Source: an optimization exercise on an open RTL-to-GDS flow (aim: small area). Production flows keep margins and buffers that such runs may drop. In this exercise RTL edits were held to simulation tests only and were not proved equivalent to the original. The clock port is modelled as an ideal driver; clocking choices that lean on that would not hold on a real chip. Power figures rest on the tool's default switching activity, not on a simulated workload.

Setup of P:
// es51986_decoder
module es51986_decoder (
    input  wire        clk,
    input  wire        rst,           
    input  wire        in_valid,
    input  wire [7:0]  in_byte,
    output wire        out_valid,
    output wire        out_is_err,
    output wire [29:0] out_payload,
    input  wire [2:0]  q_range,
    input  wire [3:0]  q_func,
    input  wire [15:0] q_digits,      
    output wire        res_valid,
    output wire [1:0]  res_place,
    output wire [2:0]  res_prefix,
    output wire [2:0]  res_base,
    output wire [2:0]  res_len,
    output wire [39:0] res_text
);
Size in the first run: ~520 cells after synthesis, about 100 flip-flops, about 120 I/O pins, ~0.0050 mm² of cells after synthesis.
Settings: LEC_CHECK=0, CAP_MARGIN=20, CORE_MARGIN=2, CORE_UTILIZATION=60, PLACE_DENSITY=0.75, SLEW_MARGIN=20, SYNTH_HIERARCHICAL=1, SYNTH_MINIMUM_KEEP_SIZE=0; clock period 8.5 ns.
standard.sh (not shown) runs the stock make flow with config.mk's settings and CLKGATE_MAP_FILE= SYNTH_SCRIPT=/design/flow/synth_recipe.tcl, a recipe that flattens the netlist after the stock synthesis.
==> flow/flow/run.sh <==
#!/bin/bash
# Standard ORFS layout with two changes: the port buffers are the smallest
# buffer cell, and clock tree synthesis adds no dummy loads and uses small
# clock buffers. Each tool's output is kept in orfs/logs; make's own output
# goes to standard.log.
set -euo pipefail
export BUFFER_PORTS_ARGS="-buffer_cell sky130_fd_sc_hd__buf_1"
export CTS_ARGS="-sink_clustering_enable -repair_clock_nets -dont_use_dummy_load -buf_list {sky130_fd_sc_hd__clkbuf_4 sky130_fd_sc_hd__clkbuf_8}"
bash standard.sh finish > standard.log 2>&1
Looking at the reports, P completed the entire flow and the layout it produced met the timing, DRC and antenna checks.
Setup changes, P to Q
==> flow/flow/run.sh <==
#!/bin/bash
set -euo pipefail
export BUFFER_PORTS_ARGS="-buffer_cell sky130_fd_sc_hd__buf_1"
export CTS_ARGS="-sink_clustering_enable -repair_clock_nets -dont_use_dummy_load -buf_list sky130_fd_sc_hd__clkbuf_8"
bash standard.sh cts > standard_cts.log 2>&1
R=orfs/results/$FLOW_PLATFORM/es51986_decoder/base
IN_ODB=$R/4_cts.odb IN_SDC=$R/4_cts.sdc OUT_ODB=$R/4_cts_sized.odb SLEW_LIMIT=0.120 \
    openroad -no_init -exit flow/clock_sizing.tcl > clock_sizing.log 2>&1
cp $R/4_cts_sized.odb $R/4_cts.odb
bash standard.sh finish > standard.log 2>&1
==> flow/flow/clock_sizing.tcl (new file) <==
# Clock buffer sizing after CTS: each clock buffer is tried at
# sky130_fd_sc_hd__clkbuf_4, then sky130_fd_sc_hd__clkbuf_2, and keeps the
# smaller cell only if the largest flip-flop clock-pin slew, estimated from
# the placement, stays under SLEW_LIMIT (ns). Every buffer keeps its place.
set platform $::env(FLOW_HOME)/platforms/$::env(FLOW_PLATFORM)
foreach lib [glob $platform/lib/*.lib] {
  if {![string match "*dummy*" $lib]} { read_liberty $lib }
}
read_db $::env(IN_ODB)
read_sdc $::env(IN_SDC)
source $platform/setRC.tcl
set_propagated_clock [all_clocks]
set limit $::env(SLEW_LIMIT)
proc maxslew {} {
  estimate_parasitics -placement
  set mx 0
  foreach p [get_pins -hierarchical */CLK] {
    foreach prop {slew_max_rise slew_max_fall} {
      set s [get_property $p $prop]
      if {$s > $mx} { set mx $s }
    }
  }
  return $mx
}
puts "start: largest clock-pin slew [maxslew]"
foreach target {sky130_fd_sc_hd__clkbuf_4 sky130_fd_sc_hd__clkbuf_2} {
  set tz [string range $target [expr [string last _ $target] + 1] end]
  foreach inst [get_cells *] {
    set m [get_property $inst ref_name]
    if {![string match "sky130_fd_sc_hd__clkbuf_*" $m]} { continue }
    set sz [string range $m [expr [string last _ $m] + 1] end]
    if {$tz >= $sz} { continue }
    replace_cell $inst $target
    set s [maxslew]
    if {$s > $limit} {
      replace_cell $inst $m
    } else {
      puts "[get_full_name $inst]: $m -> $target (largest clock-pin slew $s)"
    }
  }
}
puts "end: largest clock-pin slew [maxslew]"
write_db $::env(OUT_ODB)
--- outcome ---
Comparing Q and P, clock latency of the later-clocked register in the worst-skew pair is higher on Q.
Compared Q vs P, and final area is down in Q.
P and Q ended up with roughly the same overall track demand over capacity in global routing.
Higher switching power total goes to P over Q.
Summary of Q over P: final core utilization shrank by 0.38 points; power shrank by about 3.3%; arrival time at the worst endpoint grew by 0.03 ns.
Q vs P on worst max-slew margin expressed relative to the limit: Q is the lower one.

[what the ideal ports hide]
How much do the figures lean on ideal ports? The routed layouts below were timed once more, with nothing changed but the port constraints. Step 1 assumes that a clkbuf_16 drives the clock port and a buf_2 every other input. Step 2 times the ports against the registers' clock, not the clock port: input delays grow and output delays shrink by t, the midpoint of the rising clock arrivals with the driver on. Slacks: no drivers / after step 1 / after step 2; pairs: no drivers / after step 1.
| run | t, ns | setup slack, ns | worst register clock-pin slew, ns | worst slew at a driven data input, ns |
|---|---|---|---|---|
| P | 0.377 | 1.704 / 1.673 / 2.050 | 0.10 / 0.10 | 0.04 |
| Q | 0.436 | 1.668 / 1.639 / 2.076 | 0.12 / 0.12 | 0.04 |
After both steps setup and hold are still met in every run listed.
